From an optimization exercise on the open Yosys and OpenROAD flow, aimed at small area, a short achievable clock period and few clock cycles; shortcuts taken in it are not production practice.
No functional check of the RTL was part of any run shown here.
Power and IR drop assume default switching activity.

<file path="design/flow/constraint.sdc">
create_clock -name core_clock -period 12.5 [get_ports {clk}]
set_input_delay 2.5000 -clock core_clock [delete_from_list [all_inputs] [get_ports {clk}]]
set_output_delay 2.5000 -clock core_clock [all_outputs]
set_load 0.01 [all_outputs]
</file>
<file path="design/flow/standard.sh">
#!/bin/bash
# synth_recipe.tcl (not shown) runs the flow's synth.tcl, then flattens the netlist and writes it again
# the make line also repeats each setting of config.mk as NAME=value (left out here)
make -C /OpenROAD-flow-scripts/flow DESIGN_CONFIG=/design/flow/config.mk WORK_HOME=/design/flow/orfs CLKGATE_MAP_FILE= SYNTH_SCRIPT=/design/flow/synth_recipe.tcl "${@:-finish}"
</file>
<file path="design/flow/config.mk">
export PLATFORM = sky130hd
export DESIGN_NAME = dict_expand
export DESIGN_NICKNAME = dict_expand
export VERILOG_FILES = /design/flow/design.v
export SDC_FILE = /design/flow/constraint.sdc
export NUM_CORES = 4
export LEC_CHECK = 0
export CAP_MARGIN = 20
export CORE_MARGIN = 2
export CORE_UTILIZATION = 40
export PLACE_DENSITY = 0.6
export SLEW_MARGIN = 20
</file>
<file path="design/flow/design.v">
module dict_expand (
    input  wire       clk,
    input  wire       rst,         
    input  wire       start,       
    output wire [1:0] status,      
    output wire [2:0] err,         
    input  wire       in_valid,
    input  wire       in_end,      
    input  wire [7:0] in_data,
    output wire       in_ready,
    output wire       out_valid,
    output wire [7:0] out_data,
    input  wire       out_ready
);
    localparam [1:0] ST_IDLE = 2'd0, ST_BUSY = 2'd1, ST_DONE = 2'd2, ST_ERROR = 2'd3;
    localparam [2:0] E_NONE = 3'd0, E_MALFORMED = 3'd2, E_INVARIANT = 3'd3,
                     E_CAPACITY = 3'd4;
    function [10:0] phase_tab;
        input [5:0] sel;           
        begin
            case (sel)
            6'd8: phase_tab = {3'd0, 8'b11111111};
            6'd16: phase_tab = {3'd0, 8'b10101010};
            6'd17: phase_tab = {3'd1, 8'b01010101};
            6'd24: phase_tab = {3'd2, 8'b00100100};
            6'd25: phase_tab = {3'd0, 8'b10010010};
            6'd26: phase_tab = {3'd1, 8'b01001001};
            6'd32: phase_tab = {3'd0, 8'b10001000};
            6'd33: phase_tab = {3'd1, 8'b01000100};
            6'd34: phase_tab = {3'd2, 8'b00100010};
            6'd35: phase_tab = {3'd3, 8'b00010001};
            6'd40: phase_tab = {3'd3, 8'b00010000};
            6'd41: phase_tab = {3'd4, 8'b00001000};
            6'd42: phase_tab = {3'd0, 8'b10000100};
            6'd43: phase_tab = {3'd1, 8'b01000010};
            6'd44: phase_tab = {3'd2, 8'b00100001};
            6'd48: phase_tab = {3'd2, 8'b00100000};
            6'd49: phase_tab = {3'd3, 8'b00010000};
            6'd50: phase_tab = {3'd4, 8'b00001000};
            6'd51: phase_tab = {3'd5, 8'b00000100};
            6'd52: phase_tab = {3'd0, 8'b10000010};
            6'd53: phase_tab = {3'd1, 8'b01000001};
            default: phase_tab = 11'd0;
            endcase
        end
    endfunction
    function [2:0] code_width;
        input [7:0] u;
        begin
            if      (u <= 8'd2)  code_width = 3'd1;
            else if (u <= 8'd4)  code_width = 3'd2;
            else if (u <= 8'd8)  code_width = 3'd3;
            else if (u <= 8'd16) code_width = 3'd4;
            else if (u <= 8'd32) code_width = 3'd5;
            else                 code_width = 3'd6;
        end
    endfunction
    function ge6;
        input [5:0] x;
        input [5:0] u;
        integer b;
        reg gt, eq;
        begin
            gt = 1'b0;
            eq = 1'b1;
            for (b = 5; b >= 0; b = b - 1) begin
                gt = gt | (eq & x[b] & ~u[b]);
                eq = eq & ~(x[b] ^ u[b]);
            end
            ge6 = gt | eq;
        end
    endfunction
    reg  [1:0] st;
    reg        em;                 
    reg  [2:0] err_r;
    reg        rdy;
    reg  [5:0] ph;
    reg  [6:0] nb;                 
    reg        lagv;               
    reg  [7:0] hdr0;               
    reg  [2:0] ulo;                
    wire [7:0] U   = {hdr0[4:0], ulo};
    wire [5:0] U6  = U[5:0];
    wire [2:0] pad = 3'd0 - hdr0[7:5];
    reg  [2:0] cw;                 
    wire [5:0] cmask = ~(6'h3f << cw);                    
    reg  [2:0] je0;                
    always @(*) begin
        case (cw)
            3'd2:    je0 = 3'd1;
            3'd4:    je0 = 3'd1;
            3'd5:    je0 = 3'd2;
            3'd6:    je0 = 3'd3;
            default: je0 = 3'd0;
        endcase
    end
    wire [7:0] vmask = 8'hff >> pad;                      
    wire busy     = (st == ST_BUSY);
    wire start_go = start & ~busy;
    wire acc      = in_valid & rdy;
    wire wr       = acc & ~in_end;
    wire endm     = acc & in_end;
    reg  [511:0] ring;
    always @(posedge clk)
        ring <= {ring[503:0], wr ? in_data : ring[511:504]};
    wire [511:0] dview;
    genvar g;
    generate
        for (g = 0; g < 64; g = g + 1) begin : g_view
            assign dview[8*g +: 8] = {ring[8*g +: 5], ring[8*((g+63)%64)+5 +: 3]};
        end
    endgenerate
    reg        pf_k0, pf_k1, pf_code;
    reg        seen;               
    reg  [2:0] jph;                
    reg        bad_acc;            
    reg  [1:0] errl;               
    reg        pzl;                
    reg  [9:0] rb;                 
    wire       code_byte = pf_code & ~pf_k0 & ~pf_k1;
    wire       first_cb  = code_byte & ~seen;
    wire [2:0] je   = first_cb ? je0 : jph;
    wire [10:0] ptab = phase_tab({cw, je});
    wire [2:0] jn   = ptab[10:8];
    wire [15:0] cwin = ring[15:0];                        
    reg  [7:0]  ends, ge;
    integer i;
    always @(*) begin
        for (i = 0; i < 8; i = i + 1) begin
            ends[i] = ptab[i] & code_byte & (~first_cb | (i >= 3));
            ge[i]   = ge6(cwin[7-i +: 6] & cmask, U6);
        end
    end
    wire [7:0] vends     = ends & vmask;
    wire       bad_all   = |(ends & ge);
    wire       bad_valid = |(vends & ge);
    wire       pz   = pf_k1 | (first_cb && pad == 3'd5);     
    reg  [1:0] errl_c;
    always @(*) begin
        if (pf_k0)
            errl_c = 2'd2;
        else if (pf_k1)
            errl_c = (U != 8'd0) ? 2'd2 : (pad == 3'd5) ? 2'd0 : 2'd3;
        else if (!pf_code)
            errl_c = 2'd2;
        else if (first_cb && pad[2:1] == 2'b11)
            errl_c = 2'd3;
        else if (!pz && !ends[7 - pad])
            errl_c = 2'd2;
        else if (bad_acc | bad_valid)
            errl_c = 2'd3;
        else
            errl_c = 2'd0;
    end
    wire [1:0] err_use = lagv ? errl_c : errl;
    wire       pz_use  = lagv ? pz : pzl;
    reg        einit;
    reg  [5:0] p;                  
    reg  [6:0] cur;                
    reg  [7:0] sl0, sl1, sl2, sl3;
    reg  [3:0] rv;                 
    reg  [3:0] s;                  
    reg        s2v;
    reg  [5:0] dp;                 
    reg        hv;
    reg  [7:0] head;
    reg        ov;
    reg  [7:0] w0, w1;
    always @(*) begin
        case (cur[1:0])
            2'd0:    begin w0 = sl0; w1 = sl1; end
            2'd1:    begin w0 = sl1; w1 = sl2; end
            2'd2:    begin w0 = sl2; w1 = sl3; end
            default: begin w0 = sl3; w1 = sl0; end
        endcase
    end
    wire [15:0] wwin  = {w0, w1} >> s;
    wire [5:0]  code  = wwin[5:0] & cmask;
    wire        xw    = (s <= 4'd8);                      
    wire        span  = (s < 4'd8);                       
    wire        can1  = rv[0] & (~span | rv[1]);
    wire        adv1_a = can1 & (~s2v | ~hv);
    wire        adv1_b = can1 & ov;
    wire        adv2_a = s2v & ~hv;
    wire        adv2_b = s2v & ov;
    wire        take  = ov & out_ready;
    wire        adv1  = adv1_a | (adv1_b & out_ready);
    wire        adv2  = adv2_a | (adv2_b & out_ready);
    wire        hv_n  = adv2 | (hv & ~take);
    wire        cons  = adv1 & xw;                        
    wire        z     = rv[0] & (p[1:0] == 2'd0);
    wire [3:0]  tsel  = z ? p[5:2] - 4'd1 : p[5:2];
    wire [2:0]  jt    = z ? 3'd4 : {1'b0, p[1:0]};       
    wire [7:0]  F     = dview[32*tsel +: 8];
    wire [7:0]  dlt   = {1'b0, nb} - {1'b0, cur};            
    wire        dpos  = ~dlt[7];
    wire        dhi   = |dlt[6:3];
    wire [5:0]  dgt;                                      
    assign dgt[0] = dpos & (dhi | (dlt[2:0] > 3'd0));
    assign dgt[1] = dpos & (dhi | (dlt[2:0] > 3'd1));
    assign dgt[2] = dpos & (dhi | (dlt[2:0] > 3'd2));
    assign dgt[3] = dpos & (dhi | (dlt[2:0] > 3'd3));
    assign dgt[4] = dpos & (dhi | (dlt[2:0] > 3'd4));
    assign dgt[5] = dpos & (dhi | (dlt[2:0] > 3'd5));
    reg         tav;
    always @(*) begin
        case (jt)
            3'd0:    tav = dgt[1] | (em & dgt[0]);
            3'd1:    tav = dgt[2] | (em & dgt[1]);
            3'd2:    tav = dgt[3] | (em & dgt[2]);
            3'd3:    tav = dgt[4] | (em & dgt[3]);
            default: tav = dgt[5] | (em & dgt[4]);
        endcase
    end
    wire        ld_a  = einit & tav & ~jt[2];             
    wire        ld_b  = einit & tav;                      
    wire        load  = ld_a | (ld_b & cons);
    wire [3:0]  lsel  = 4'd1 << ph[1:0];
    wire [3:0]  rv_k  = rv | ({3'd0, ld_a} << jt[1:0]);
    wire [4:0]  rv_s  = {1'b0, rv} | ({4'd0, ld_b} << jt);
    wire [3:0]  rv_n  = cons ? rv_s[4:1] : rv_k;
    wire        init_e = lagv & first_cb;
    wire [5:0]  p_i   = p + 6'd1;
    wire [6:0]  cur_i = cur + 7'd1;
    wire [3:0]  s_n   = xw ? s - {1'b0, cw} + 4'd8 : s - {1'b0, cw};
    wire [5:0]  dp_n  = ph - code;
    wire [5:0]  dp_i  = dp + 6'd1;
    always @(posedge clk) begin
        if (load & lsel[0]) sl0 <= F;
        if (load & lsel[1]) sl1 <= F;
        if (load & lsel[2]) sl2 <= F;
        if (load & lsel[3]) sl3 <= F;
        if (start_go) begin
            rv    <= 4'd0;
            einit <= 1'b0;
        end else if (init_e) begin
            rv    <= 4'd0;
            einit <= 1'b1;
            p     <= 6'd1;
            cur   <= nb - 7'd1;
            s     <= 4'd0 - {1'b0, cw};
        end else begin
            rv  <= rv_n;
            p   <= cons ? p : p_i;
            cur <= cons ? cur_i : cur;
            if (adv1) s <= s_n;
        end
        dp <= adv1 ? dp_n : dp_i;
        if (start_go)  s2v <= 1'b0;
        else if (adv1) s2v <= 1'b1;
        else if (adv2) s2v <= 1'b0;
        if (adv2) head <= dview[8*dp +: 8];
        hv <= start_go ? 1'b0 : hv_n;
    end
    wire [9:0] rb_ld = {nb - U[6:0], 3'b000} - {6'd0, pad} - 10'd11;
    wire [9:0] rb_m  = rb - {7'd0, cw};
    wire       last  = (rb == {7'd0, cw});
    wire       ok_e  = (err_use == 2'd0) & ~pz_use;
    always @(posedge clk) begin
        ph   <= start_go ? 6'd63 : ph + 6'd1;
        lagv <= wr & ~start_go;
        cw    <= code_width(U);
        pf_k0    <= (nb == 7'd0);
        pf_k1    <= (nb == 7'd1);
        pf_code  <= (U != 8'd0) && ({1'b0, nb} > U);
        if (wr && nb == 7'd0) hdr0 <= in_data;
        if (wr && nb == 7'd1) ulo  <= in_data[7:5];
        if (start_go) begin
            bad_acc <= 1'b0;
            errl    <= 2'd2;
            pzl     <= 1'b0;
            seen    <= 1'b0;
        end else if (lagv) begin
            errl <= errl_c;
            pzl  <= pz;
            if (code_byte) begin
                jph     <= jn;
                bad_acc <= bad_acc | bad_all;
                seen    <= 1'b1;
            end
        end
        if (em) begin
            if (take) rb <= rb_m;
        end else begin
            rb <= rb_ld;
        end
        if (rst) begin
            st    <= ST_IDLE;
            err_r <= E_NONE;
            rdy   <= 1'b0;
            ov    <= 1'b0;
        end else if (start_go) begin
            st    <= ST_BUSY;
            em    <= 1'b0;
            err_r <= E_NONE;
            rdy   <= 1'b1;
            nb    <= 7'd0;
            ov    <= 1'b0;
        end else if (busy && !em) begin
            if (acc)
                rdy <= ~in_end & ~nb[6];
            else
                rdy <= (ph + 6'd2 == nb[5:0]);
            if (wr) begin
                if (nb[6]) begin
                    st    <= ST_ERROR;
                    err_r <= E_CAPACITY;
                end else begin
                    nb <= nb + 7'd1;
                end
            end else if (endm) begin
                if (err_use != 2'd0) begin
                    st    <= ST_ERROR;
                    err_r <= {1'b0, err_use};
                end else if (pz_use) begin
                    st <= ST_DONE;
                end
                em   <= ok_e;
                ov   <= ok_e & hv_n;
            end
        end else if (busy) begin
            if (take && last) begin
                st <= ST_DONE;
                ov <= 1'b0;
            end else begin
                ov <= hv_n;
            end
        end else begin
            ov <= 1'b0;
        end
    end
    assign status    = st;
    assign err       = err_r;
    assign in_ready  = rdy;
    assign out_valid = ov;
    assign out_data  = head;
endmodule
</file>
<file path="design/flow/flow/run.sh">
#!/bin/bash
# Standard layout, with repair_timing asked to overfix setup (the SDC and
# clock period are the design's; only the repair target is tighter).
set -euo pipefail
export SETUP_SLACK_MARGIN=9.0
bash standard.sh > standard_flow.log 2>&1
</file>
==> impl_summary.log, run 1 <==
[metrics] outcome: no timing/DRC/antenna violations
[metrics] worst setup skew after layout: 0.0495 ns
[metrics] HPWL after detailed placement: 37000 um
[metrics] Cell Count Post-Placement: ~2.6k
[metrics] destination of the worst hold path: ring[36]
[metrics] worst reg2reg path endpoint: err_r[2]
[metrics] share of cells above drive strength 1: roughly 27%
[metrics] Die Y-Extent: 254 um
[metrics] register area: 13700 um2
[metrics] post-detailed-routing wire length: about 59000 um
[metrics] async set-or-reset flop fraction in the synthesized netlist: 0%
[metrics] post-layout minimum cycle time: 3.99 ns
[metrics] number of standard cells in the layout, taps in and fillers out: around 2.8k
[metrics] critical path data arrival time: 4.48 ns
[metrics] Clock Sink Count: 639
[metrics] final weighted congestion in routability-driven placement: between 0.8 and 0.9
[metrics] count of flip-flops with a built-in enable after synthesis: a little under 90
[metrics] violation count after the first detailed-routing iteration: 1051
[metrics] Post-Syn Instances: 1873
[metrics] worst-case vdd ir drop: around 0.14 mV
[metrics] count of hold buffers inserted by post-cts repair: 0
[metrics] startpoint type of the worst setup path: flip-flop
[metrics] maximum root-to-sink buffer count: 3
[metrics] highest net fanout along the worst path: 5
[metrics] final setup TNS: 0 ns
[metrics] endpoint kind of the worst setup timing path: flip-flop
[metrics] count of pins on the block boundary: 29
[metrics] top flip-flop cell by instance count after synthesis: dfxtp_1
[metrics] type of the most critical hold path: flip-flop to flip-flop
[metrics] row cnt: 91
[metrics] hold wc startpoint: ring[28]
[metrics] overall via count from detail_route: 15.5k
[metrics] area of the multi-input gates: about 11000 um2
[metrics] count leader, synth: dfxtp_1
[metrics] diode insertion count for antenna repair: 0
[metrics] power density normalized to cell area: between 150 and 200 nW/um2
[metrics] Total Die Area: between 60000 and 70000 um2
[metrics] CTS clock-pin slew for the worst setup and hold paths: 0.07 ns
[metrics] overall routing resource usage: between 10% and 20%
[metrics] post-synthesis sequential area ratio: 54.6%
[metrics] reg2reg path depth: 15
[metrics] maximum clock rate: between 200 and 300 MHz
[metrics] CTS tree: done
[metrics] Post-Synthesis Net Count: a little under 2k
[metrics] number of setup violations in the final report: 0
[metrics] actual slew at the worst max-slew pin: 1.12 ns
[metrics] area growth from synthesis to layout: 16.7%
[metrics] DR WL/cell: 20.9 um
[metrics] mean post-synth cell area: 13.4 um2
[metrics] detail-routed via count per cell: around 5.5
[metrics] first-pass detailed-route iteration total: 8
[metrics] R2R Setup Slk: about 8.5 ns
[metrics] clock network latency to the later pin of the worst-skew pair: around 0.64 ns
[metrics] vias in the first global route: 15.9k
[metrics] residual DRC count: 0
[metrics] required time of the critical path: approximately 13 ns
[metrics] pin count of the biggest net entering global routing: 76
[metrics] minimum setup slack after placement: between 7 and 8 ns
[metrics] startpoint of the lowest-slack register-to-register path: seen
[metrics] Syn. warnings: 1
[metrics] clock buffer count from CTS: 60
[metrics] final core occ: between 40% and 50%
[metrics] unique cell type count in the Yosys netlist: 91
[metrics] FF+latch count, synth: ~640
[metrics] net count reported at finish: 2031
[metrics] Commonest cells post-synth: 550 x dfxtp_1, 210 x mux4_2, 104 x nand2_1, 90 x nor2_1, 89 x edfxtp_1
[metrics] share of the clock period used by the worst path after layout: around a third
[metrics] Worst Setup Slack, final: approximately 8.5 ns
[metrics] cell area after technology mapping: approximately 25000 um2
[metrics] hold violation count in the final report: 0
[metrics] H-tree depth reported by CTS: 2
[metrics] core outline area: ~60000 um2
[metrics] number of nets with antenna violations after detailed routing: 0
[metrics] count of max-cap constraint violations: 0
[metrics] cell type contributing the most total cell area after synthesis: dfxtp_1
[metrics] IO Port Bufs: 28
[metrics] remaining global-route overflow: 0
[metrics] overall die width: around 250 um
[metrics] pins over their slew limit: 0
[metrics] Max transition margin: between 20 and 30%
[metrics] number of stages on the worst hold path: 0
[metrics] layout filler cell count: ~5.4k
[metrics] P_leak: roughly 11 nW
[metrics] Initial Utilization: roughly two fifths
[metrics] ranking of synthesized cells by area: dfxtp_1 44%, mux4_2 19%, edfxtp_1 11%
[metrics] category of the critical setup timing path: flip-flop to flip-flop
[metrics] root buffer cell: clkbuf_16
[metrics] area fraction of the dominant cell type after synthesis: roughly 44%
[metrics] overall power after layout: about 5 mW
[metrics] unrepaired setup endpoints after global routing: true
[metrics] number of antenna violations at the first check in global routing: 0
[metrics] global-route wire length before repair: a little over 90000 um
## state kept, by name (all words and copies together) (netlist names), 7 cells and up
| signal | count |
|---|---|
| cur | 7 |
| hdr0 | 8 |
| head | 8 |
| nb | 7 |
| rb | 10 |
| ring | 512 |
| sl0 | 8 |
| sl1 | 8 |
| sl2 | 8 |
| sl3 | 8 |
## what timing repair did
item                       CTS  global route
setup endpoints to repair  140           119
setup buffers               52            10
gates resized for setup    156            46
pin swaps                   30            29
gates cloned                 2             0
## area by class of cell
type / count / share of cell area (%)
multi-input cells: 1059 / 38.0
well taps: 837 / 3.58
repair inverters: 2 / 0.0513
clock inverters: 30 / 1.17
flip-flops and latches: 639 / 46.9
clock buffers: 84 / 6.04
repair buffers: 103 / 3.29
inverters: 68 / 0.928
## worst max-delay path by stage
stage / startpoint / endpoint / slack [ns] / cells after the start
global route: seen / err_r[2] / 8.38 / 15
CTS: pf_k0 / err_r[2] / 8.47 / 15
finish: seen / err_r[2] / 8.51 / 15
global placement: cw[1] / err_r[2] / 7.52 / 16
detailed placement: cw[1] / err_r[2] / 7.39 / 16
floorplan: seen / err_r[2] / 8.65 / 17
## cell families after synthesis
family | Yosys count | synth area share, %
AND/OR/NAND/NOR | 371 | 7.45
AO/OA/AOI/OAI | 299 | 8.16
multiplexers | 240 | 20.1
adder cells (fa/ha/maj) | 87 | 4.49
buffers and inverters | 175 | 3.04
flip-flops | 639 | 54.6
XOR/XNOR | 62 | 2.17
## report_power, final
group | switching (mW) | internal, mW
logic | 0.432 | 0.390
clock network | 0.796 | 1.09
registers | 0.125 | 2.15
## metrics by stage
step | hold WS [ns] | cell area (um2)
6_report | 0.311 | 29200
5_1_grt | 0.321 | 29200
4_1_cts | 0.303 | 29000
3_5_place_dp | 0.331 | 26200
3_3_place_gp | 0.329 | 26200
2_1_floorplan | 0.326 | 25200
## layer usage
layer	track usage, %	routed length [um]	vias to the layer above
li1	-	-	7134
met1	25.7	26700	7878
met2	29.7	27800	416
met3	2.99	3070	95
met4	5.78	1530	0
met5	0	0	-
## layout by cell type, fill, tap and decap left out, drive strengths merged, types with 18 or more instances in the layout
| cell type | n |
|---|---|
| nor2 | 90 |
| nand2 | 105 |
| nand3 | 28 |
| xor2 | 18 |
| edfxtp | 89 |
| nor2b | 24 |
| a21oi | 87 |
| buf | 89 |
| nor3 | 32 |
| mux4 | 210 |
| mux2i | 29 |
| ha | 78 |
| o21ai | 60 |
| dfxtp | 550 |
| xnor2 | 44 |
| clkbuf | 85 |
| clkinv | 23 |
| inv | 66 |
## critical path, stage by stage (launching register included)
cell and delay [ns]:
dfxtp_4 0.34, or4b_4 0.61, a211oi_4 0.25, a21oi_4 0.10
inv_2 0.13, ha_4 0.17, nor2b_4 0.15, a221oi_2 0.07
or4_4 0.47, o41ai_4 0.23, nor4_2 0.08, o211a_1 0.17
a211oi_2 0.23, a21oi_2 0.12, or3_4 0.41, a2111oi_2 0.36
==> run 2: changes to the inputs <==
==> design/flow/flow/run.sh (replaced) <==
#!/bin/bash
# Standard layout, with repair_timing asked to overfix setup (the SDC and
# clock period are the design's; only the repair target is tighter), and
# the port buffers made of buf_4 cells.
set -euo pipefail
export SETUP_SLACK_MARGIN=9.0
export BUFFER_PORTS_ARGS="-buffer_cell sky130_fd_sc_hd__buf_4"
bash standard.sh > standard_flow.log 2>&1
==> impl_summary.log, run 2 <==
[metrics] Cell Count Post-Placement: 2643
[metrics] critical path data arrival time: about 4.5 ns
[metrics] Post-Syn Instances: 1873
[metrics] P_leak: 11.0 nW
[metrics] violation count after the first detailed-routing iteration: 1044
[metrics] count of max-cap constraint violations: 0
[metrics] post-layout minimum cycle time: about 4.0 ns
[metrics] outcome: no timing/DRC/antenna violations
[metrics] unrepaired setup endpoints after global routing: true
[metrics] top flip-flop cell by instance count after synthesis: dfxtp_1
[metrics] H-tree depth reported by CTS: 2
[metrics] overall power after layout: around 5 mW
[metrics] global-route wire length before repair: roughly 94000 um
[metrics] placed instance area: 26100 um2
[metrics] hold violation count in the final report: 0
[metrics] Total Die Area: around 65000 um2
[metrics] FF+latch count, synth: around 640
[metrics] remaining global-route overflow: 0
[metrics] number of flip-flops in the largest register: 512
[metrics] final core occ: 47.5%
[metrics] net count reported at finish: 2039
[metrics] count leader, synth: dfxtp_1
[metrics] highest net fanout along the worst path: 5
[metrics] Initial Utilization: about two fifths
[metrics] vias in the first global route: around 16k
[metrics] maximum clock rate: roughly 250 MHz
[metrics] category of the critical setup timing path: flip-flop to flip-flop
[metrics] number of antenna violations at the first check in global routing: 0
[metrics] pins over their slew limit: 0
[metrics] type of the most critical hold path: flip-flop to flip-flop
[metrics] pin count of the biggest net entering global routing: roughly 110
[metrics] post-detailed-routing wire length: 60100 um
[metrics] Syn. warnings: 1
[metrics] endpoint kind of the worst setup timing path: flip-flop
[metrics] share of the clock period used by the worst path after layout: a little under a third
[metrics] number of standard cells in the layout, taps in and fillers out: 2831
[metrics] ranking of synthesized cells by area: dfxtp_1 44%, mux4_2 19%, edfxtp_1 11%
[metrics] HPWL after detailed placement: 37000 um
[metrics] cell area after technology mapping: roughly 25000 um2
[metrics] area growth from synthesis to layout: 17.2%
[metrics] detail-routed via count per cell: 5.49
[metrics] Post-Synthesis Net Count: slightly below 2k
[metrics] DR WL/cell: roughly 21 um
[metrics] diode insertion count for antenna repair: 0
[metrics] actual slew at the worst max-slew pin: around 1.1 ns
[metrics] async set-or-reset flop fraction in the synthesized netlist: 0%
[metrics] Largest regs: ring x512, rb x10
[metrics] commonest cells after routing, fill and taps aside: 535 x dfxtp_1, 210 x mux4_2, 99 x nand2_1, 89 x edfxtp_1, 88 x nor2_1
[metrics] CTS clock-pin slew for the worst setup and hold paths: roughly 0.060 ns
[metrics] startpoint type of the worst setup path: flip-flop
[metrics] row cnt: roughly 90
[metrics] count of flip-flops with a built-in enable after synthesis: 89
[metrics] overall routing resource usage: between 10% and 20%
[metrics] mean post-synth cell area: roughly 13 um2
[metrics] post-synthesis sequential area ratio: between 50% and 60%
[metrics] number of setup violations in the final report: 0
[metrics] residual DRC count: 0
[metrics] share of cells above drive strength 1: around 28%
[metrics] worst setup skew after layout: roughly 0.034 ns
[metrics] core outline area: 61800 um2
[metrics] Commonest cells post-synth: 550 x dfxtp_1, 210 x mux4_2, 104 x nand2_1, 90 x nor2_1, 89 x edfxtp_1
[metrics] Die Y-Extent: roughly 250 um
[metrics] Hold Slack: 0.317 ns
[metrics] CTS tree: done
[metrics] layout filler cell count: 5376
[metrics] cell type contributing the most total cell area after synthesis: dfxtp_1
[metrics] Biggest register: ring
[metrics] power density normalized to cell area: 171 nW/um2
[metrics] clock network latency to the later pin of the worst-skew pair: between 0.6 and 0.7 ns
[metrics] count of pins on the block boundary: 29
[metrics] Worst Setup Slack, final: around 8.5 ns
[metrics] maximum root-to-sink buffer count: 3
[metrics] overall die width: 254 um
[metrics] required time of the critical path: 13.01 ns
[metrics] number of nets with antenna violations after detailed routing: 0
[metrics] commonest non-fill, non-tap cell in the layout: dfxtp_1
[metrics] clock buffer count from CTS: 61
[metrics] unique cell type count in the Yosys netlist: a little over 90
[metrics] worst-case vdd ir drop: between 0.1 and 0.15 mV
[metrics] summed area of non-filler cells in the final layout: 29400 um2
[metrics] Clock Sink Count: between 600 and 700
[metrics] Max transition margin: between 20% and 30%
[metrics] final weighted congestion in routability-driven placement: approximately 0.88
[metrics] IO Port Bufs: 28
[metrics] final setup TNS: 0 ns
[metrics] overall via count from detail_route: 15.5k
[metrics] area fraction of the dominant cell type after synthesis: between 40% and 50%
[metrics] root buffer cell: clkbuf_16
[metrics] minimum setup slack after placement: between 7 and 8 ns
[metrics] first-pass detailed-route iteration total: 5
-- run 2: cell families after synthesis --
| family | synth area share [%] |
|---|---|
| AO/OA/AOI/OAI | 8.16 |
| XOR/XNOR | 2.17 |
| buffers and inverters | 3.04 |
| adder cells (fa/ha/maj) | 4.49 |
| multiplexers | 20.1 |
| AND/OR/NAND/NOR | 7.45 |
| flip-flops | 54.6 |
-- run 2: critical path: stages (launching register included) --
cell       delay [ns]
dfxtp_4          0.34
or4b_4           0.63
a211oi_4         0.28
a21oi_4          0.09
inv_2            0.12
ha_4             0.15
nor2b_4          0.15
a221oi_2         0.06
or4_4            0.46
o41ai_4          0.23
nor4_2           0.08
o211a_1          0.21
a211oi_4         0.21
a21oi_2          0.10
or3_4            0.41
a2111oi_4        0.36
-- run 2: path summary, 6_finish.rpt --
kind                            startpoint         to  slack [ns]  cells past startpoint
worst min-delay path             ring[498]  ring[506]        0.32                      0
worst max register to register       pf_k0   err_r[2]        8.50                     15
worst max-delay path                 pf_k0   err_r[2]        8.50                     15
worst min register to register   ring[498]  ring[506]        0.32                      0
-- run 2: where the power goes --
group	switching, mW	internal (mW)	leakage, nW
registers	0.117	2.15	5.27
clock network	0.820	1.09	1.04
logic	0.452	0.400	4.68
total	1.39	3.63	11.0
-- run 2: area by class of cell --
class	instances	area (um2)	share of cell area (%)
Sequential cell	639	13700	46.7
Inverter	68	267	0.907
Multi-Input combinational cell	1059	11100	37.9
Tap cell	837	1050	3.57
Clock buffer	79	1760	5.99
Clock inverter	37	395	1.35
Timing Repair Buffer	109	1010	3.45
Timing Repair inverter	3	22.5	0.0767
-- run 2: metal layers --
layer	track usage [%]	wire [um]	vias to the layer above
met4	6.89	1720	0
li1	-	-	7147
met1	25.7	27000	7897
met3	3.36	3250	108
met5	0	0	-
met2	29.4	28100	384
-- run 2: what timing repair did --
| item | 4_1_cts | 5_1_grt |
|---|---|---|
| endpoints found under the setup margin | 107 | 103 |
| gates cloned | 3 | 1 |
| pin swaps | 41 | 10 |
| buffers inserted | 58 | 10 |
| hold buffers | 0 | 0 |
| resized for setup | 105 | 34 |
==> run 3: changes to the inputs <==
--- a/design/flow/design.v
+++ b/design/flow/design.v
@@ -16,30 +16,78 @@
     localparam [2:0] E_NONE = 3'd0, E_MALFORMED = 3'd2, E_INVARIANT = 3'd3,
                      E_CAPACITY = 3'd4;
     function [10:0] phase_tab;
-        input [5:0] sel;           
+        input [6:0] sel;           
         begin
             case (sel)
-            6'd8: phase_tab = {3'd0, 8'b11111111};
-            6'd16: phase_tab = {3'd0, 8'b10101010};
-            6'd17: phase_tab = {3'd1, 8'b01010101};
-            6'd24: phase_tab = {3'd2, 8'b00100100};
-            6'd25: phase_tab = {3'd0, 8'b10010010};
-            6'd26: phase_tab = {3'd1, 8'b01001001};
-            6'd32: phase_tab = {3'd0, 8'b10001000};
-            6'd33: phase_tab = {3'd1, 8'b01000100};
-            6'd34: phase_tab = {3'd2, 8'b00100010};
-            6'd35: phase_tab = {3'd3, 8'b00010001};
-            6'd40: phase_tab = {3'd3, 8'b00010000};
-            6'd41: phase_tab = {3'd4, 8'b00001000};
-            6'd42: phase_tab = {3'd0, 8'b10000100};
-            6'd43: phase_tab = {3'd1, 8'b01000010};
-            6'd44: phase_tab = {3'd2, 8'b00100001};
-            6'd48: phase_tab = {3'd2, 8'b00100000};
-            6'd49: phase_tab = {3'd3, 8'b00010000};
-            6'd50: phase_tab = {3'd4, 8'b00001000};
-            6'd51: phase_tab = {3'd5, 8'b00000100};
-            6'd52: phase_tab = {3'd0, 8'b10000010};
-            6'd53: phase_tab = {3'd1, 8'b01000001};
+            7'd16: phase_tab = {3'd0, 8'b11111111};
+            7'd24: phase_tab = {3'd0, 8'b11111000};
+            7'd25: phase_tab = {3'd0, 8'b11111000};
+            7'd26: phase_tab = {3'd0, 8'b11111000};
+            7'd27: phase_tab = {3'd0, 8'b11111000};
+            7'd28: phase_tab = {3'd0, 8'b11111000};
+            7'd29: phase_tab = {3'd0, 8'b11111000};
+            7'd30: phase_tab = {3'd0, 8'b11111000};
+            7'd31: phase_tab = {3'd0, 8'b11111000};
+            7'd32: phase_tab = {3'd0, 8'b10101010};
+            7'd33: phase_tab = {3'd1, 8'b01010101};
+            7'd40: phase_tab = {3'd1, 8'b01010000};
+            7'd41: phase_tab = {3'd1, 8'b01010000};
+            7'd42: phase_tab = {3'd1, 8'b01010000};
+            7'd43: phase_tab = {3'd1, 8'b01010000};
+            7'd44: phase_tab = {3'd1, 8'b01010000};
+            7'd45: phase_tab = {3'd1, 8'b01010000};
+            7'd46: phase_tab = {3'd1, 8'b01010000};
+            7'd47: phase_tab = {3'd1, 8'b01010000};
+            7'd48: phase_tab = {3'd2, 8'b00100100};
+            7'd49: phase_tab = {3'd0, 8'b10010010};
+            7'd50: phase_tab = {3'd1, 8'b01001001};
+            7'd56: phase_tab = {3'd2, 8'b00100000};
+            7'd57: phase_tab = {3'd2, 8'b00100000};
+            7'd58: phase_tab = {3'd2, 8'b00100000};
+            7'd59: phase_tab = {3'd2, 8'b00100000};
+            7'd60: phase_tab = {3'd2, 8'b00100000};
+            7'd61: phase_tab = {3'd2, 8'b00100000};
+            7'd62: phase_tab = {3'd2, 8'b00100000};
+            7'd63: phase_tab = {3'd2, 8'b00100000};
+            7'd64: phase_tab = {3'd0, 8'b10001000};
+            7'd65: phase_tab = {3'd1, 8'b01000100};
+            7'd66: phase_tab = {3'd2, 8'b00100010};
+            7'd67: phase_tab = {3'd3, 8'b00010001};
+            7'd72: phase_tab = {3'd1, 8'b01000000};
+            7'd73: phase_tab = {3'd1, 8'b01000000};
+            7'd74: phase_tab = {3'd1, 8'b01000000};
+            7'd75: phase_tab = {3'd1, 8'b01000000};
+            7'd76: phase_tab = {3'd1, 8'b01000000};
+            7'd77: phase_tab = {3'd1, 8'b01000000};
+            7'd78: phase_tab = {3'd1, 8'b01000000};
+            7'd79: phase_tab = {3'd1, 8'b01000000};
+            7'd80: phase_tab = {3'd3, 8'b00010000};
+            7'd81: phase_tab = {3'd4, 8'b00001000};
+            7'd82: phase_tab = {3'd0, 8'b10000100};
+            7'd83: phase_tab = {3'd1, 8'b01000010};
+            7'd84: phase_tab = {3'd2, 8'b00100001};
+            7'd88: phase_tab = {3'd0, 8'b10000000};
+            7'd89: phase_tab = {3'd0, 8'b10000000};
+            7'd90: phase_tab = {3'd0, 8'b10000000};
+            7'd91: phase_tab = {3'd0, 8'b10000000};
+            7'd92: phase_tab = {3'd0, 8'b10000000};
+            7'd93: phase_tab = {3'd0, 8'b10000000};
+            7'd94: phase_tab = {3'd0, 8'b10000000};
+            7'd95: phase_tab = {3'd0, 8'b10000000};
+            7'd96: phase_tab = {3'd2, 8'b00100000};
+            7'd97: phase_tab = {3'd3, 8'b00010000};
+            7'd98: phase_tab = {3'd4, 8'b00001000};
+            7'd99: phase_tab = {3'd5, 8'b00000100};
+            7'd100: phase_tab = {3'd0, 8'b10000010};
+            7'd101: phase_tab = {3'd1, 8'b01000001};
+            7'd104: phase_tab = {3'd5, 8'b00000000};
+            7'd105: phase_tab = {3'd5, 8'b00000000};
+            7'd106: phase_tab = {3'd5, 8'b00000000};
+            7'd107: phase_tab = {3'd5, 8'b00000000};
+            7'd108: phase_tab = {3'd5, 8'b00000000};
+            7'd109: phase_tab = {3'd5, 8'b00000000};
+            7'd110: phase_tab = {3'd5, 8'b00000000};
+            7'd111: phase_tab = {3'd5, 8'b00000000};
             default: phase_tab = 11'd0;
             endcase
         end
@@ -84,16 +132,6 @@
     wire [2:0] pad = 3'd0 - hdr0[7:5];
     reg  [2:0] cw;                 
     wire [5:0] cmask = ~(6'h3f << cw);                    
-    reg  [2:0] je0;                
-    always @(*) begin
-        case (cw)
-            3'd2:    je0 = 3'd1;
-            3'd4:    je0 = 3'd1;
-            3'd5:    je0 = 3'd2;
-            3'd6:    je0 = 3'd3;
-            default: je0 = 3'd0;
-        endcase
-    end
     wire [7:0] vmask = 8'hff >> pad;                      
     wire busy     = (st == ST_BUSY);
     wire start_go = start & ~busy;
@@ -117,17 +155,16 @@
     reg  [1:0] errl;               
     reg        pzl;                
     reg  [9:0] rb;                 
-    wire       code_byte = pf_code & ~pf_k0 & ~pf_k1;
-    wire       first_cb  = code_byte & ~seen;
-    wire [2:0] je   = first_cb ? je0 : jph;
-    wire [10:0] ptab = phase_tab({cw, je});
+    wire       code_byte = pf_code;
+    wire       first_cb  = pf_code & ~seen;
+    wire [10:0] ptab = phase_tab({cw, first_cb, jph});
     wire [2:0] jn   = ptab[10:8];
     wire [15:0] cwin = ring[15:0];                        
     reg  [7:0]  ends, ge;
     integer i;
     always @(*) begin
         for (i = 0; i < 8; i = i + 1) begin
-            ends[i] = ptab[i] & code_byte & (~first_cb | (i >= 3));
+            ends[i] = ptab[i] & code_byte;
             ge[i]   = ge6(cwin[7-i +: 6] & cmask, U6);
         end
     end
@@ -262,7 +299,7 @@
         cw    <= code_width(U);
         pf_k0    <= (nb == 7'd0);
         pf_k1    <= (nb == 7'd1);
-        pf_code  <= (U != 8'd0) && ({1'b0, nb} > U);
+        pf_code  <= (U != 8'd0) && ({1'b0, nb} > U) && (nb[6:1] != 6'd0);
         if (wr && nb == 7'd0) hdr0 <= in_data;
         if (wr && nb == 7'd1) ulo  <= in_data[7:5];
         if (start_go) begin
==> impl_summary.log, run 3 <==
[metrics] FF+latch count, synth: between 600 and 700
[metrics] share of the clock period used by the worst path after layout: 30.2%
[metrics] remaining global-route overflow: 0
[metrics] vias in the first global route: approximately 16k
[metrics] row cnt: between 90 and 100
[metrics] maximum clock rate: between 200 and 300 MHz
[metrics] Commonest cells post-synth: 550 x dfxtp_1, 210 x mux4_2, 109 x nand2_1, 89 x edfxtp_1, 83 x a21oi_1
[metrics] net count reported at finish: slightly above 2k
[metrics] worst-case vdd ir drop: about 0.17 mV
[metrics] commonest cells after routing, fill and taps aside: 537 x dfxtp_1, 210 x mux4_2, 103 x nand2_1, 89 x edfxtp_1, 79 x nor2_1
[metrics] final weighted congestion in routability-driven placement: just under 0.9
[metrics] mean post-synth cell area: roughly 13 um2
[metrics] power density normalized to cell area: approximately 180 nW/um2
[metrics] number of setup violations in the final report: 0
[metrics] actual slew at the worst max-slew pin: ~1.1 ns
[metrics] commonest non-fill, non-tap cell in the layout: dfxtp_1
[metrics] IO Port Bufs: 28
[metrics] diode insertion count for antenna repair: 0
[metrics] count of buffer and inverter cells on the critical path: 1
[metrics] cell area after technology mapping: between 20000 and 25000 um2
[metrics] endpoint kind of the worst setup timing path: output port
[metrics] count of flip-flops with a built-in enable after synthesis: 89
[metrics] Post-Syn Instances: 1860
[metrics] critical path's slowest cell: edfxtp_1
[metrics] critical path data arrival time: 1.27 ns
[metrics] count of max-cap constraint violations: 0
[metrics] count leader, synth: dfxtp_1
[metrics] placed instance area: ~26000 um2
[metrics] top flip-flop cell by instance count after synthesis: dfxtp_1
[metrics] minimum setup slack after placement: roughly 8.1 ns
[metrics] Largest regs: ring x512, rb x10
[metrics] share of cells above drive strength 1: between 20% and 30%
[metrics] worst setup skew after layout: ~0.025 ns
[metrics] overall via count from detail_route: around 16k
[metrics] ordered cell list for the critical path: buf_6
[metrics] residual DRC count: 0
[metrics] area growth from synthesis to layout: 17.0%
[metrics] final setup TNS: 0 ns
[metrics] DR WL/cell: roughly 21 um
[metrics] count of pins on the block boundary: 29
[metrics] count of hold buffers inserted by post-cts repair: 0
[metrics] CTS tree: done
[metrics] H-tree depth reported by CTS: 3
[metrics] core outline area: between 60000 and 70000 um2
[metrics] startpoint type of the worst setup path: flip-flop
[metrics] Biggest register: ring
[metrics] HPWL after detailed placement: ~37000 um
[metrics] clock network latency to the later pin of the worst-skew pair: approximately 0.61 ns
[metrics] Clock Sink Count: roughly 640
[metrics] hold violation count in the final report: 0
[metrics] Worst Setup Slack, final: slightly below 9 ns
[metrics] highest net fanout along the worst path: 1
[metrics] detail-routed via count per cell: around 5.6
[metrics] final core occ: ~47%
[metrics] area fraction of the dominant cell type after synthesis: between 40 and 50%
[metrics] category of the critical setup timing path: flip-flop to output port
[metrics] post-detailed-routing wire length: about 60000 um
[metrics] Hold Slack: approximately 0.34 ns
[metrics] CP max stage delay: between 0.5 and 0.6 ns
[metrics] number of flip-flops in the largest register: slightly above 500
[metrics] type of the most critical hold path: flip-flop to flip-flop
[metrics] CTS clock-pin slew for the worst setup and hold paths: 0.06 ns
[metrics] ranking of synthesized cells by area: dfxtp_1 44%, mux4_2 19%, edfxtp_1 11%
[metrics] global-route wire length before repair: about 95000 um
[metrics] required time of the critical path: roughly 10 ns
[metrics] Initial Utilization: 40.4%
[metrics] Total Die Area: approximately 64000 um2
[metrics] Die Y-Extent: between 200 and 300 um
[metrics] overall die width: ~250 um
[metrics] number of nets with antenna violations after detailed routing: 0
[metrics] overall power after layout: around 5 mW
[metrics] unique cell type count in the Yosys netlist: slightly below 90
[metrics] Syn. warnings: 1
[metrics] outcome: no timing/DRC/antenna violations
[metrics] number of antenna violations at the first check in global routing: 1
[metrics] first-pass detailed-route iteration total: 6
[metrics] clock buffer count from CTS: 66
[metrics] critical path's top delay family: flip-flops
[metrics] Post-Synthesis Net Count: around 2.0k
[metrics] overall routing resource usage: a little under a fifth
[metrics] cell type contributing the most total cell area after synthesis: dfxtp_1
[metrics] layout filler cell count: roughly 5.4k
[metrics] async set-or-reset flop fraction in the synthesized netlist: 0%
[metrics] number of standard cells in the layout, taps in and fillers out: 2812
[metrics] P_leak: 10.9 nW
[metrics] root buffer cell: clkbuf_16
[metrics] pins over their slew limit: 0
[metrics] maximum root-to-sink buffer count: 3
[metrics] unrepaired setup endpoints after global routing: true
[metrics] post-layout minimum cycle time: about 3.8 ns
[metrics] pin count of the biggest net entering global routing: between 100 and 150
[metrics] Cell Count Post-Placement: 2637
[metrics] Max transition margin: just under 30%
[metrics] summed area of non-filler cells in the final layout: between 20000 and 30000 um2
[metrics] violation count after the first detailed-routing iteration: around 1.3k
[metrics] post-synthesis sequential area ratio: 55.0%
-- run 3: changes by cell type after synthesis, moves of 10 or more --
| cell | change |
|---|---|
| buf_2 | +16 |
| clkbuf_1 | -16 |
| inv_1 | -11 |
| xor2_1 | +11 |
| nor2_1 | -10 |
-- run 3: power breakdown --
| group | switching, mW | internal (mW) |
|---|---|---|
| registers | 0.118 | 2.16 |
| clock network | 0.805 | 1.10 |
| logic | 0.490 | 0.423 |
-- run 3: cell type report --
cell class              instances  area (um2)  share of cell area (%)
clock buffers                  92        1840                    6.33
repair buffers                101        1020                    3.49
flip-flops and latches        639       13700                    47.1
multi-input cells            1053       10900                    37.6
inverters                      64         263                   0.903
clock inverters                26         278                   0.955
well taps                     837        1050                    3.60
-- run 3: final timing paths --
kind            start     endpoint  slack, ns  cells after the start
max           head[4]  out_data[4]       8.73                      1
min          ring[48]     ring[56]       0.34                      0
min reg2reg  ring[48]     ring[56]       0.34                      0
max reg2reg    cur[1]        dp[5]       8.77                     22
-- run 3: cells by family (layout without fill, tap and decap cells) --
group | Yosys count | count (layout) | synth area share [%]
AND/OR/NAND/NOR | 371 | 371 | 7.37
multiplexers | 232 | 232 | 19.9
buffers and inverters | 168 | 283 | 2.71
flip-flops | 639 | 639 | 55.0
AO/OA/AOI/OAI | 303 | 303 | 8.44
adder cells (fa/ha/maj) | 79 | 79 | 4.13
XOR/XNOR | 68 | 68 | 2.40
-- run 3: layer usage --
metal / part of all wire [%] / routed length, um / vias to the layer above / GRT usage, %
met2: 47 / 28300 / 439 / 29.9
li1: - / - / 7157 / -
met1: 45 / 27100 / 8036 / 26.5
met3: 5.4 / 3260 / 108 / 3.91
met4: 2.4 / 1470 / 0 / 5.71
met5: 0 / 0 / - / 0
-- run 3: repair_timing --
| item | in CTS | in global routing |
|---|---|---|
| resized for setup | 81 | 32 |
| setup endpoints to repair | 112 | 91 |
| gates cloned | 2 | 1 |
| setup buffers | 38 | 15 |
| pin swaps | 15 | 33 |
==> run 4: changes to the inputs <==
--- a/design/flow/design.v
+++ b/design/flow/design.v
@@ -148,47 +148,46 @@
             assign dview[8*g +: 8] = {ring[8*g +: 5], ring[8*((g+63)%64)+5 +: 3]};
         end
     endgenerate
-    reg        pf_k0, pf_k1, pf_code;
-    reg        seen;               
-    reg  [2:0] jph;                
+    reg        q_k1;               
+    reg        q_code;             
+    reg        q_first;            
+    reg  [7:0] q_ends;             
+    reg  [2:0] q_jn;               
+    reg  [1:0] q_err;              
+    reg        q_pz;               
     reg        bad_acc;            
     reg  [1:0] errl;               
     reg        pzl;                
     reg  [9:0] rb;                 
-    wire       code_byte = pf_code;
-    wire       first_cb  = pf_code & ~seen;
-    wire [10:0] ptab = phase_tab({cw, first_cb, jph});
-    wire [2:0] jn   = ptab[10:8];
-    wire [15:0] cwin = ring[15:0];                        
-    reg  [7:0]  ends, ge;
-    integer i;
+    wire       r_code  = (U != 8'd0) && ({1'b0, nb} > U) && (nb[6:1] != 6'd0);
+    wire       r_first = r_code & ~q_code;
+    wire [10:0] ptab   = phase_tab({code_width(U), r_first, q_jn});
+    wire [7:0] r_ends  = ptab[7:0] & {8{r_code}};
+    wire       r_pz    = r_first && (pad == 3'd5);
+    reg  [1:0] r_err;
     always @(*) begin
-        for (i = 0; i < 8; i = i + 1) begin
-            ends[i] = ptab[i] & code_byte;
-            ge[i]   = ge6(cwin[7-i +: 6] & cmask, U6);
-        end
+        if (!r_code)
+            r_err = 2'd2;
+        else if (r_first && pad[2:1] == 2'b11)
+            r_err = 2'd3;
+        else if (!r_pz && !r_ends[7 - pad])
+            r_err = 2'd2;
+        else
+            r_err = 2'd0;
     end
-    wire [7:0] vends     = ends & vmask;
-    wire       bad_all   = |(ends & ge);
-    wire       bad_valid = |(vends & ge);
-    wire       pz   = pf_k1 | (first_cb && pad == 3'd5);     
-    reg  [1:0] errl_c;
+    wire [15:0] cwin = ring[15:0];                        
+    reg  [7:0]  ge;
+    integer i;
     always @(*) begin
-        if (pf_k0)
-            errl_c = 2'd2;
-        else if (pf_k1)
-            errl_c = (U != 8'd0) ? 2'd2 : (pad == 3'd5) ? 2'd0 : 2'd3;
-        else if (!pf_code)
-            errl_c = 2'd2;
-        else if (first_cb && pad[2:1] == 2'b11)
-            errl_c = 2'd3;
-        else if (!pz && !ends[7 - pad])
-            errl_c = 2'd2;
-        else if (bad_acc | bad_valid)
-            errl_c = 2'd3;
-        else
-            errl_c = 2'd0;
+        for (i = 0; i < 8; i = i + 1)
+            ge[i] = ge6(cwin[7-i +: 6] & cmask, U6);
     end
+    wire       bad_all   = |(q_ends & ge);
+    wire       bad_valid = |(q_ends & vmask & ge);
+    wire       pz      = q_k1 | q_pz;
+    wire [1:0] errl_c  = q_k1 ? ((U != 8'd0) ? 2'd2 : (pad == 3'd5) ? 2'd0 : 2'd3) :
+                         (q_err != 2'd0) ? q_err :
+                         (bad_acc | bad_valid) ? 2'd3 : 2'd0;
     wire [1:0] err_use = lagv ? errl_c : errl;
     wire       pz_use  = lagv ? pz : pzl;
     reg        einit;
@@ -256,7 +255,7 @@
     wire [3:0]  rv_k  = rv | ({3'd0, ld_a} << jt[1:0]);
     wire [4:0]  rv_s  = {1'b0, rv} | ({4'd0, ld_b} << jt);
     wire [3:0]  rv_n  = cons ? rv_s[4:1] : rv_k;
-    wire        init_e = lagv & first_cb;
+    wire        init_e = lagv & q_first;
     wire [5:0]  p_i   = p + 6'd1;
     wire [6:0]  cur_i = cur + 7'd1;
     wire [3:0]  s_n   = xw ? s - {1'b0, cw} + 4'd8 : s - {1'b0, cw};
@@ -297,24 +296,29 @@
         ph   <= start_go ? 6'd63 : ph + 6'd1;
         lagv <= wr & ~start_go;
         cw    <= code_width(U);
-        pf_k0    <= (nb == 7'd0);
-        pf_k1    <= (nb == 7'd1);
-        pf_code  <= (U != 8'd0) && ({1'b0, nb} > U) && (nb[6:1] != 6'd0);
         if (wr && nb == 7'd0) hdr0 <= in_data;
         if (wr && nb == 7'd1) ulo  <= in_data[7:5];
         if (start_go) begin
+            q_k1    <= 1'b0;
+            q_code  <= 1'b0;
+            q_first <= 1'b0;
+            q_ends  <= 8'd0;
+            q_err   <= 2'd2;
+            q_pz    <= 1'b0;
             bad_acc <= 1'b0;
             errl    <= 2'd2;
             pzl     <= 1'b0;
-            seen    <= 1'b0;
         end else if (lagv) begin
-            errl <= errl_c;
-            pzl  <= pz;
-            if (code_byte) begin
-                jph     <= jn;
-                bad_acc <= bad_acc | bad_all;
-                seen    <= 1'b1;
-            end
+            errl    <= errl_c;
+            pzl     <= pz;
+            bad_acc <= bad_acc | bad_all;
+            q_k1    <= (nb == 7'd1);
+            q_code  <= r_code;
+            q_first <= r_first;
+            q_ends  <= r_ends;
+            if (r_code) q_jn <= ptab[10:8];
+            q_err   <= r_err;
+            q_pz    <= r_pz;
         end
         if (em) begin
             if (take) rb <= rb_m;
==> impl_summary.log, run 4 <==
[metrics] outcome: no timing/DRC/antenna violations
[metrics] highest net fanout along the worst path: 1
[metrics] count of buffer and inverter cells on the critical path: 1
[metrics] unique cell type count in the Yosys netlist: 85
[metrics] pin count of the biggest net entering global routing: 67
[metrics] cell type contributing the most total cell area after synthesis: dfxtp_1
[metrics] FF+latch count, synth: 649
[metrics] share of the clock period used by the worst path after layout: between 30% and 40%
[metrics] CTS tree: done
[metrics] hold violation count in the final report: 0
[metrics] post-synthesis sequential area ratio: 54.3%
[metrics] endpoint kind of the worst setup timing path: output port
[metrics] count of flip-flops with a built-in enable after synthesis: roughly 90
[metrics] required time of the critical path: around 10 ns
[metrics] async set-or-reset flop fraction in the synthesized netlist: 0%
[metrics] commonest cells after routing, fill and taps aside: 547 x dfxtp_1, 210 x mux4_2, 104 x nand2_1, 89 x edfxtp_1, 83 x nor2_1
[metrics] type of the most critical hold path: flip-flop to flip-flop
[metrics] violation count after the first detailed-routing iteration: 1420
[metrics] overall routing resource usage: between 10% and 20%
[metrics] P_leak: between 10 and 15 nW
[metrics] critical path's slowest cell: edfxtp_1
[metrics] IO Port Bufs: 28
[metrics] detail-routed via count per cell: ~5.5
[metrics] count of max-cap constraint violations: 0
[metrics] root buffer cell: clkbuf_16
[metrics] HPWL after detailed placement: between 30000 and 40000 um
[metrics] top flip-flop cell by instance count after synthesis: dfxtp_1
[metrics] routed length on met1: about 28000 um
[metrics] post-layout minimum cycle time: approximately 3.8 ns
[metrics] power density normalized to cell area: around 170 nW/um2
[metrics] commonest non-fill, non-tap cell in the layout: dfxtp_1
[metrics] worst setup skew after layout: slightly below 0.04 ns
[metrics] post-detailed-routing wire length: between 60000 and 70000 um
[metrics] pins over their slew limit: 0
[metrics] clock network latency to the later pin of the worst-skew pair: 0.65 ns
[metrics] H-tree depth reported by CTS: 2
[metrics] maximum root-to-sink buffer count: 3
[metrics] CP max stage delay: around 0.46 ns
[metrics] category of the critical setup timing path: flip-flop to output port
[metrics] worst-case vdd ir drop: roughly 0.14 mV
[metrics] Initial Utilization: approximately two fifths
[metrics] clock buffer count from CTS: roughly 60
[metrics] number of setup violations in the final report: 0
[metrics] Syn. warnings: 1
[metrics] ranking of synthesized cells by area: dfxtp_1 44%, mux4_2 18%, edfxtp_1 10%
[metrics] placed instance area: between 20000 and 30000 um2
[metrics] startpoint type of the worst setup path: flip-flop
[metrics] Post-Synthesis Net Count: approximately 2.1k
[metrics] final weighted congestion in routability-driven placement: 0.901
[metrics] Clock Sink Count: ~650
[metrics] area growth from synthesis to layout: 15.8%
[metrics] count of pins on the block boundary: 29
[metrics] count leader, synth: dfxtp_1
[metrics] final setup TNS: 0 ns
[metrics] CTS clock-pin slew for the worst setup and hold paths: 0.07 ns
[metrics] number of nets with antenna violations after detailed routing: 0
[metrics] critical path data arrival time: ~1.3 ns
[metrics] Worst Setup Slack, final: 8.73 ns
[metrics] uppermost routed layer: met4
[metrics] vias in the first global route: around 16k
[metrics] mean post-synth cell area: about 13 um2
[metrics] net count reported at finish: 2098
[metrics] Commonest cells post-synth: 560 x dfxtp_1, 210 x mux4_2, 107 x nand2_1, 96 x a21oi_1, 89 x edfxtp_1
[metrics] Max transition margin: approximately 37%
[metrics] Die Y-Extent: 257 um
[metrics] Post-Syn Instances: slightly below 2k
[metrics] row cnt: 92
[metrics] remaining global-route overflow: 0
[metrics] core outline area: ~63000 um2
[metrics] maximum clock rate: about 270 MHz
[metrics] DR WL/cell: about 21 um
[metrics] R2R Setup Slk: 8.92 ns
[metrics] met3 wire length: around 2900 um
[metrics] residual DRC count: 0
[metrics] actual slew at the worst max-slew pin: between 0.9 and 1 ns
[metrics] global-route wire length before repair: approximately 96000 um
[metrics] Hold Slack: between 0.3 and 0.4 ns
[metrics] share of cells above drive strength 1: 25.2%
[metrics] Largest regs: ring x512, rb x10
[metrics] cell area after technology mapping: ~26000 um2
[metrics] met2 wire length: between 20000 and 30000 um
[metrics] summed area of non-filler cells in the final layout: roughly 30000 um2
[metrics] overall via count from detail_route: ~16k
[metrics] ordered cell list for the critical path: buf_6
[metrics] overall die width: ~260 um
[metrics] area fraction of the dominant cell type after synthesis: ~44%
[metrics] number of antenna violations at the first check in global routing: 1
[metrics] minimum setup slack after placement: approximately 8.3 ns
[metrics] Total Die Area: around 66000 um2
[metrics] first-pass detailed-route iteration total: 7
[metrics] number of flip-flops in the largest register: 512
[metrics] unrepaired setup endpoints after global routing: true
[metrics] critical path's top delay family: flip-flops
[metrics] Biggest register: ring
==> run 4: cell types whose count changed after synthesis, sizes merged, moves of 12 or more <==
cell / previous run / this run
nor2b: 16 / 32
a21oi: 83 / 96
buf: 46 / 32
nand3: 30 / 42
clkbuf: 58 / 80
==> run 4: area by class of cell <==
cell class | count | area [um2]
clock inverters | 26 | 319
clock buffers | 87 | 1870
diodes | 1 | 2.50
multi-input cells | 1140 | 11400
inverters | 62 | 244
fillers | 5563 | 33600
repair buffers | 92 | 815
well taps | 846 | 1060
repair inverters | 2 | 15.0
flip-flops and latches | 649 | 13900
==> run 4: logic make-up after synthesis <==
family,Yosys count,synth area share (%)
mux,247,20.0
flops,649,54.3
xor+xnor,68,2.33
fa+ha+maj,79,4.01
buf+inv,174,2.65
simple gates,432,8.61
compound gates,314,8.13
==> run 4: path summary, 6_finish.rpt <==
| check | startpoint | depth (start not counted) | endpoint |
|---|---|---|---|
| min reg2reg | ring[167] | 0 | ring[175] |
| max reg2reg | cur[0] | 17 | dp[5] |
| max | head[3] | 1 | out_data[3] |
| min | ring[167] | 0 | ring[175] |
==> run 4: routing by layer <==
layer | up-vias | global-route usage, %
li1 | 7433 | -
met1 | 8162 | 26.0
met2 | 420 | 29.2
met3 | 76 | 2.48
met4 | 0 | 5.20
met5 | - | 0
==> run 4: power breakdown <==
part	total, mW	internal, mW	switching (mW)
combinational	0.808	0.373	0.435
sequential	2.28	2.18	0.104
clock	1.95	1.13	0.818
total	5.04	3.69	1.36
==> run 4: repair_timing <==
item | in CTS | in global routing
endpoints found under the setup margin | 114 | 85
setup buffers | 29 | 18
gates cloned | 2 | 0
hold buffers | 0 | 0
pin swaps | 18 | 11
gates resized for setup | 68 | 24
==> run 4: through the flow <==
step | utilization [%] | cells | power [mW]
after floorplan | - | 1963 | 2.89
after global placement | 42.3 | 2742 | 3.12
after detailed placement | 42.3 | 2742 | 3.13
after CTS | 46.5 | 2886 | 5.09
after global routing | 46.9 | 2904 | 5.25
final | 46.9 | 2905 | 5.04
==> run 5: changes to the inputs <==
--- a/design/flow/config.mk
+++ b/design/flow/config.mk
@@ -8,5 +8,6 @@
 export CAP_MARGIN = 20
 export CORE_MARGIN = 2
 export CORE_UTILIZATION = 40
+export CTS_BUF_LIST = sky130_fd_sc_hd__clkbuf_8
 export PLACE_DENSITY = 0.6
 export SLEW_MARGIN = 20
==> impl_summary.log, run 5 <==
[metrics] top flip-flop cell by instance count after synthesis: dfxtp_1
[metrics] detail-routed via count per cell: 5.49
[metrics] met2 wire length: ~29000 um
[metrics] hold violation count in the final report: 0
[metrics] met3 wire length: between 3000 and 4000 um
[metrics] post-layout minimum cycle time: ~3.8 ns
[metrics] final weighted congestion in routability-driven placement: 0.901
[metrics] critical path's slowest cell: edfxtp_1
[metrics] clock buffer count from CTS: between 90 and 100
[metrics] vias in the first global route: between 15k and 20k
[metrics] final core occ: between 40% and 50%
[metrics] ranking of synthesized cells by area: dfxtp_1 44%, mux4_2 18%, edfxtp_1 10%
[metrics] Hold Slack: 0.329 ns
[metrics] area fraction of the dominant cell type after synthesis: roughly 44%
[metrics] power density normalized to cell area: 164 nW/um2
[metrics] critical path data arrival time: approximately 1.3 ns
[metrics] count of max-cap constraint violations: 0
[metrics] Total Die Area: 66000 um2
[metrics] R2R Setup Slk: 8.90 ns
[metrics] number of antenna violations at the first check in global routing: 3
[metrics] unique cell type count in the Yosys netlist: 85
[metrics] critical path's top delay family: flip-flops
[metrics] Max transition margin: 38.0%
[metrics] required time of the critical path: 10.00 ns
[metrics] share of cells above drive strength 1: approximately a quarter
[metrics] simple-gate share of the synthesized area: 8.61%
[metrics] summed area of non-filler cells in the final layout: roughly 30000 um2
[metrics] number of nets with antenna violations after detailed routing: 0
[metrics] core outline area: 63200 um2
[metrics] HPWL after detailed placement: around 39000 um
[metrics] Die Y-Extent: approximately 260 um
[metrics] Largest regs: ring x512, rb x10
[metrics] outcome: no timing/DRC/antenna violations
[metrics] clock network latency to the later pin of the worst-skew pair: 0.72 ns
[metrics] Post-Synthesis Net Count: around 2.1k
[metrics] pin count of the biggest net entering global routing: 66
[metrics] total stage count of the critical path: 1
[metrics] main combinational cell family by area after synthesis: multiplexers
[metrics] Synth Area in Compound Gates: between 8 and 9%
[metrics] number of flip-flops in the largest register: around 510
[metrics] worst setup skew after layout: roughly 0.038 ns
[metrics] post-detailed-routing wire length: between 60000 and 70000 um
[metrics] highest net fanout along the worst path: 1
[metrics] number of stages on the worst hold path: 0
[metrics] Biggest register: ring
[metrics] count of flip-flops with a built-in enable after synthesis: around 90
[metrics] residual DRC count: 0
[metrics] CTS tree: done
[metrics] commonest non-fill, non-tap cell in the layout: dfxtp_1
[metrics] number of standard cells in the layout, taps in and fillers out: a little under 3k
[metrics] mean post-synth cell area: 13.0 um2
[metrics] type of the most critical hold path: flip-flop to flip-flop
[metrics] actual slew at the worst max-slew pin: approximately 0.93 ns
[metrics] post-synthesis sequential area ratio: 54.3%
[metrics] maximum root-to-sink buffer count: 3
[metrics] violation count after the first detailed-routing iteration: roughly 1.5k
[metrics] FF+latch count, synth: 649
[metrics] root buffer cell: clkbuf_8
[metrics] final setup TNS: 0 ns
[metrics] overall via count from detail_route: between 15k and 20k
[metrics] count of buffer and inverter cells on the critical path: 1
[metrics] CP max stage delay: between 0.4 and 0.5 ns
[metrics] CTS clock-pin slew for the worst setup and hold paths: around 0.070 ns
[metrics] P_leak: ~11 nW
[metrics] reg2reg path depth: 19
[metrics] row cnt: between 90 and 100
[metrics] unrepaired setup endpoints after global routing: true
[metrics] area growth from synthesis to layout: 15.1%
[metrics] mux contribution to synthesized area: 20.0%
[metrics] H-tree depth reported by CTS: 3
[metrics] number of setup violations in the final report: 0
[metrics] Clock Sink Count: about 650
[metrics] DR WL/cell: between 20 and 25 um
[metrics] overall die width: 257 um
[metrics] endpoint kind of the worst setup timing path: output port
[metrics] ordered cell list for the critical path: buf_6
[metrics] async set-or-reset flop fraction in the synthesized netlist: 0%
[metrics] maximum clock rate: around 260 MHz
[metrics] Commonest cells post-synth: 560 x dfxtp_1, 210 x mux4_2, 107 x nand2_1, 96 x a21oi_1, 89 x edfxtp_1
[metrics] remaining global-route overflow: 0
[metrics] cell type contributing the most total cell area after synthesis: dfxtp_1
[metrics] global-route wire length before repair: 96400 um
[metrics] pins over their slew limit: 0
[metrics] Cell Count Post-Placement: between 2k and 3k
[metrics] routed length on met1: roughly 28000 um
[metrics] placed instance area: ~27000 um2
[metrics] post-synthesis share of cell area spent on full adders, half adders and majority gates: around 4%
[metrics] overall routing resource usage: ~18%
[metrics] layout filler cell count: around 5.6k
[metrics] share of the clock period used by the worst path after layout: a little under a third
[metrics] commonest cells after routing, fill and taps aside: 547 x dfxtp_1, 210 x mux4_2, 120 x clkbuf_8, 104 x nand2_1, 96 x inv_1
[metrics] worst-case vdd ir drop: between 0.1 and 0.15 mV
[metrics] first-pass detailed-route iteration total: 9
[metrics] Post-Syn Instances: around 2.0k
[metrics] post-synthesis xor/xnor area fraction: around 2.3%
[metrics] uppermost routed layer: met4
[metrics] startpoint type of the worst setup path: flip-flop
[metrics] Initial Utilization: just over 40%
[metrics] cell area after technology mapping: ~26000 um2
[metrics] count leader, synth: dfxtp_1
[metrics] IO Port Bufs: 28
[metrics] net count reported at finish: about 2.1k
[metrics] category of the critical setup timing path: flip-flop to output port
[metrics] Syn. warnings: 1
[metrics] count of pins on the block boundary: 29
==> run 5: cell type report <==
class	count	area, um2	area share, %
antenna	2	5.00	0.0170
clock buffer	120	1650	5.61
clock inverter	60	345	1.17
inverter	62	244	0.829
multi-input combinational	1140	11400	38.7
sequential	649	13900	47.3
tap	846	1060	3.60
timing repair buffer	90	807	2.74
timing repair inverter	3	20.0	0.0680
==> run 5: per-layer routing <==
layer / vias up / global-route usage [%]
met1: 8155 / 26.0
li1: 7539 / -
met2: 497 / 29.2
met4: 0 / 6.02
met3: 116 / 3.21
met5: - / 0
==> run 5: power by group <==
group	leakage, nW	internal (mW)	switching [mW]
clock network	1.18	0.899	0.828
registers	5.38	2.18	0.103
logic	4.58	0.373	0.433
total	11.1	3.45	1.36
==> run 5: path summary, 6_finish.rpt <==
path / from / end
setup / recovery: head[3] / out_data[3]
hold / removal: ring[395] / ring[403]
setup reg to reg: cur[1] / dp[5]
hold reg to reg: ring[395] / ring[403]
==> run 5: kinds of logic after synthesis <==
family / count (synthesis)
buffers and inverters: 174
AOI/OAI and AO/OA: 314
DFF: 649
adders and majority gates: 79
muxes: 247
and+or+nand+nor: 432
xor gates and xnor gates: 68
==> run 5: through the flow <==
step                worst slack, ns  power, mW
floorplan                      8.92       2.89
global placement               8.39       3.12
detailed placement             8.33       3.13
CTS                            8.59       4.88
global route                   8.58       5.03
finish                         8.69       4.82
==> run 5: worst reg2reg max path, cell delays in order, from the launching register on <==
cell and delay [ns]:
edfxtp_1 0.44, buf_6 0.15, ha_4 0.18, buf_6 0.14, a222oi_1 0.44, a21oi_2 0.14
mux2i_1 0.22, mux2i_1 0.13, nand2_1 0.08, nand2_1 0.06, o211ai_1 0.21, ha_1 0.27
nor2b_1 0.13, o21ai_1 0.12, nand2b_1 0.08, a21o_1 0.17, a21oi_2 0.13, xnor2_1 0.15
xnor2_1 0.15, o21ai_1 0.07
==> run 5: timing repair <==
item	4_1_cts	5_1_grt
setup endpoints to repair	113	84
gates resized for setup	68	29
hold endpoints to repair	0	0
buffers inserted	29	16
hold buffers	0	0
pin swaps	18	12
cloned	2	1

==> re-timing with driven ports <==
No port has a modelled driver above. Below, the same layouts with a new extraction and two added sets of constraints.
Step 1: set_driving_cell puts a clkbuf_16 on clk and a buf_2 on each other input, an assumption about the parent block.
Step 2 moves the port delays by t, midway between the first and last clock arrival at a register: inputs arrive t later, outputs are due t later. That takes back most of the time a late clock gives input paths.
Slacks: ideal / step 1 / step 2; pairs: ideal / step 1.
run | shift t [ns] | setup slack, ns | clock arrival spread, ns
run 1 | 0.675 | 8.513 / 8.513 / 8.214 | 0.051 / 0.051
run 2 | 0.689 | 8.500 / 8.500 / 8.228 | 0.039 / 0.039
run 3 | 0.653 | 8.726 / 8.663 / 8.456 | 0.030 / 0.030
run 4 | 0.691 | 8.732 / 8.670 / 8.456 | 0.039 / 0.039
run 5 | 0.754 | 8.691 / 8.630 / 8.453 | 0.043 / 0.043
After both steps setup and hold are still met in every run listed. For run 1, which loses most, drivers alone change the setup slack by 0.000 ns; drivers and shift together by -0.299 ns.
